What follows belongs to an exercise in optimizing a design on an open flow for small area, a short achievable clock period and few clock cycles; a production flow would make more cautious choices.
In this exercise RTL edits were held to simulation tests only and were not proved equivalent to the original.
Power figures rest on the tool's default switching activity, not on a simulated workload.

==> wip/xenon: inputs <==
==> flow/design.v (excerpt) <==
module gfrs_dec (
    input  wire       clk,
    input  wire       rst,
    input  wire       cmd_valid,
    output wire       cmd_ready,
    input  wire [7:0] cmd_dlen,
    input  wire [4:0] cmd_nsym,
    input  wire       in_valid,
    output wire       in_ready,
    input  wire [7:0] in_data,
    output reg        out_valid,
    output reg  [7:0] out_pos,
    output reg  [7:0] out_mag,
    output reg        done,
    output reg        err,
    output reg  [1:0] cause,
    output reg  [3:0] errcnt,
    output reg        paychg
);
Settings: LEC_CHECK=0, CAP_MARGIN=20, CELL_PAD_IN_SITES_DETAIL_PLACEMENT=0, CELL_PAD_IN_SITES_GLOBAL_PLACEMENT=1, CORE_MARGIN=2, CORE_UTILIZATION=60, CTS_CLUSTER_DIAMETER=100, CTS_CLUSTER_SIZE=20, PLACE_DENSITY=0.8, SLEW_MARGIN=20; clock period 15.0 ns.
standard.sh (not shown) runs the stock make flow with config.mk's settings and CLKGATE_MAP_FILE= SYNTH_SCRIPT=/design/flow/synth_recipe.tcl, a recipe that flattens the netlist after the stock synthesis.
==> flow/flow/run.sh <==
#!/bin/bash
# The standard layout (the standard.sh: the standard synthesis, floorplan, placement,
# CTS, routing) with the resizer's setup repair aiming for 10.85 ns of slack on the 15 ns clock,
# so that it sizes and buffers the critical paths instead of stopping once 15 ns is met.
# The clock period and the constraints are unchanged.
set -euo pipefail
bash standard.sh SETUP_SLACK_MARGIN=10.85 finish > standard_flow.log 2>&1
==> wip/raven: changes against wip/xenon <==
--- a/flow/design.v
+++ b/flow/design.v
@@ -453,39 +453,27 @@
             gf_mul u_mul2 (.a(ot[g]), .b(ainv2[g]), .p(ot2[g]));
         end
     endgenerate
     assign ot1[0] = ot[0];
     assign ot2[0] = ot[0];
-    reg [7:0] c_sum0, c_odd0, c_omv0, c_sum1, c_odd1, c_omv1;
+    reg [7:0] c_sum0, c_odd, c_omv, c_sum1;
     always @* begin
         c_sum0 = 8'h01;
-        c_odd0 = 8'h00;
-        c_omv0 = 8'h00;
+        c_odd  = 8'h00;
+        c_omv  = 8'h00;
         c_sum1 = 8'h01;
-        c_odd1 = 8'h00;
-        c_omv1 = 8'h00;
         for (k = 1; k <= 8; k = k + 1) begin
             c_sum0 = c_sum0 ^ ct[k];
             c_sum1 = c_sum1 ^ ct1[k];
-            if (k % 2 == 1) begin
-                c_odd0 = c_odd0 ^ ct[k];
-                c_odd1 = c_odd1 ^ ct1[k];
-            end
-        end
-        for (k = 0; k < 8; k = k + 1) begin
-            c_omv0 = c_omv0 ^ ot[k];
-            c_omv1 = c_omv1 ^ ot1[k];
+            if (k % 2 == 1) c_odd = c_odd ^ ct[k];
         end
+        for (k = 0; k < 8; k = k + 1) c_omv = c_omv ^ ot[k];
     end
-    wire c_r0   = (c_sum0 == 8'h00);
-    wire c_r1   = (c_sum1 == 8'h00) && (c_pos != 8'd0);
-    wire c_dbl  = c_r0 & c_r1;
-    wire c_root = c_r0 | c_r1;
-    wire [7:0] c_odd  = c_r0 ? c_odd0 : c_odd1;
-    wire [7:0] c_omv  = c_r0 ? c_omv0 : c_omv1;
-    wire [7:0] c_rpos = c_r0 ? c_pos : c_pos - 8'd1;
-    wire c_endr = ((c_pos <= 8'd1) && !c_dbl) || (c_root && ({1'b0, c_cnt} + 5'd1 == c_deg));
+    wire c_root = (c_sum0 == 8'h00);                           
+    wire c_one  = (c_sum1 == 8'h00) && (c_pos != 8'd0);        
+    wire [7:0] c_rpos = c_pos;
+    wire c_endr = ((c_pos <= 8'd1) && !c_one) || (c_root && ({1'b0, c_cnt} + 5'd1 == c_deg));
     wire [11:0] p1_t;
     wire [7:0]  pa_inv, mag;
     gf_inv_a u_inv_ca (.a(p1_od), .t(p1_t));
     gf_inv_b u_inv_cb (.t(pa_t), .y(pa_inv));
     gf_mul u_mul_m (.a(p2_om), .b(p2_iv), .p(mag));
@@ -497,12 +485,12 @@
     always @(posedge clk) begin
         if (b_ho) begin
             for (k = 1; k <= 8; k = k + 1) ct[k] <= sg[k];
             for (k = 0; k < 8; k = k + 1) ot[k] <= bs[8 - k];
         end else begin
-            for (k = 1; k <= 8; k = k + 1) ct[k] <= c_dbl ? ct1[k] : ct2[k];
-            for (k = 0; k < 8; k = k + 1) ot[k] <= c_dbl ? ot1[k] : ot2[k];
+            for (k = 1; k <= 8; k = k + 1) ct[k] <= c_one ? ct1[k] : ct2[k];
+            for (k = 0; k < 8; k = k + 1) ot[k] <= c_one ? ot1[k] : ot2[k];
         end
         p1_om  <= c_omv;
         p1_od  <= c_odd;
         p1_lt  <= (c_rpos < c_dlen);
         pa_om  <= p1_om;
@@ -533,11 +521,11 @@
         if (c_st == CS_RUN) begin
             if (c_root) begin
                 c_cnt <= c_cnt + 4'd1;
                 if (c_odd == 8'h00) c_bad <= 1'b1;
             end
-            c_pos <= c_pos - (c_dbl ? 8'd1 : 8'd2);
+            c_pos <= c_pos - (c_one ? 8'd1 : 8'd2);
         end
         if (rst) begin
             c_st <= CS_IDLE;
             p1v  <= 1'b0;
             pav  <= 1'b0;
==> flow/flow/run.sh (replaced) <==
#!/bin/bash
# The standard layout (the standard.sh: the standard synthesis, floorplan, placement,
# CTS, routing) with the resizer's setup repair aiming for 11 ns of slack on the 15 ns clock,
# so that it sizes and buffers the critical paths instead of stopping once 15 ns is met.
# The clock period and the constraints are unchanged.
set -euo pipefail
bash standard.sh SETUP_SLACK_MARGIN=11 finish > standard_flow.log 2>&1
==> wip/quartz: changes against wip/xenon <==
==> flow/flow/run.sh (replaced) <==
#!/bin/bash
# The standard layout (the standard.sh: the standard synthesis, floorplan, placement,
# CTS, routing) with the resizer's setup repair aiming for 11.2 ns of slack on the 15 ns clock,
# so that it sizes and buffers the critical paths instead of stopping once 15 ns is met.
# The clock period and the constraints are unchanged.
set -euo pipefail
bash standard.sh SETUP_SLACK_MARGIN=11.2 finish > standard_flow.log 2>&1
==> run notes <==
Hold Startpoint: pa_om[2]
top cells by area, synth: edfxtp_1, dfxtp_1, xnor2_1
Post-Syn Nets: 7842
Area Growth Syn to Fin: 6.54%
Reg area: 0.0288 sq mm
drt first pass iters: 14
Seq pwr share: 0.309
Comb pwr share: 0.594
sequential fraction of the synthesis area: 0.408
Leakage: 28.3 nW
status: finished clean
DP Wirelength: 156000 um
Non-CTS buffers: 237
share of cells above drive strength 1: 0.0690
the above is filed under wip/xenon

==> run notes <==
status: finished clean
Leakage: 29.3 nW
Seq pwr share: 0.302
Switching Fraction: 0.446
Hold Startpoint: p1_om[1]
DP Wirelength: 155000 um
top cells by area, synth: edfxtp_1, dfxtp_1, xnor2_1
CTS hold repair buffers: 0
Non-CTS buffers: 337
CTS resizes: 280
Area Growth Syn to Fin: 9.37%
share of cells above drive strength 1: 0.102
Comb pwr share: 0.606
sequential fraction of the synthesis area: 0.408
drt first pass iters: 10
Reg area: 0.0289 sq mm
Post-Syn Nets: 7842
the above is filed under wip/quartz

==> run notes <==
status: finished clean
Initial Utilization: 0.605
Comb pwr share: 0.554
DP Wirelength: 156000 um
share of cells above drive strength 1: 0.0835
Leakage: 28.6 nW
Area Growth Syn to Fin: 7.23%
sequential fraction of the synthesis area: 0.409
Reg area: 0.0289 sq mm
r2r worst-path depth: 10
Post-Syn Nets: 7779
Compound-Gate Fraction of Synth Area: 0.132
Non-CTS buffers: 225
Seq pwr share: 0.328
Adder-Cell Fraction of Synth Area: 0.0125
hold path endpoint: p2_om[1]
number of port buffers: 52
Hold Startpoint: pa_om[1]
the above is filed under wip/raven

Testbench counts of wip/xenon, summed over its fixed seeds: cycles 26,861.
Testbench counts of wip/raven, summed over its fixed seeds: cycles 26,880.
Testbench counts of wip/quartz, summed over its fixed seeds: cycles 26,861.

-- static timing again, ports no longer ideal --
How much do the figures lean on ideal ports? The routed layouts below were timed once more, with nothing changed but the port constraints.
Step 1 sets driving cells, clkbuf_16 on the clock port and buf_2 on the other inputs (assumed; they add their load-dependent delay and slew).
Step 2 also shifts input and output timing later by t, the mid clock arrival at the registers, as if the neighbouring blocks saw the same clock.
Slacks: ideal / step 1 / step 2; pairs: ideal / step 1.
| run | t (ns) | setup WS [ns] | worst setup path after step 2 | cell pins on the clock port's net |
|---|---|---|---|---|
| wip/xenon | 0.782 | 10.832 / 10.748 / 10.337 | input to register | 1 |
| wip/raven | 0.767 | 10.822 / 10.743 / 10.375 | input to register | 1 |
| wip/quartz | 0.784 | 10.833 / 10.749 / 10.612 | input to register | 1 |
After both steps setup and hold are still met in every run listed. For wip/xenon, which loses most, drivers alone change the setup slack by -0.084 ns; drivers and shift together by -0.495 ns.
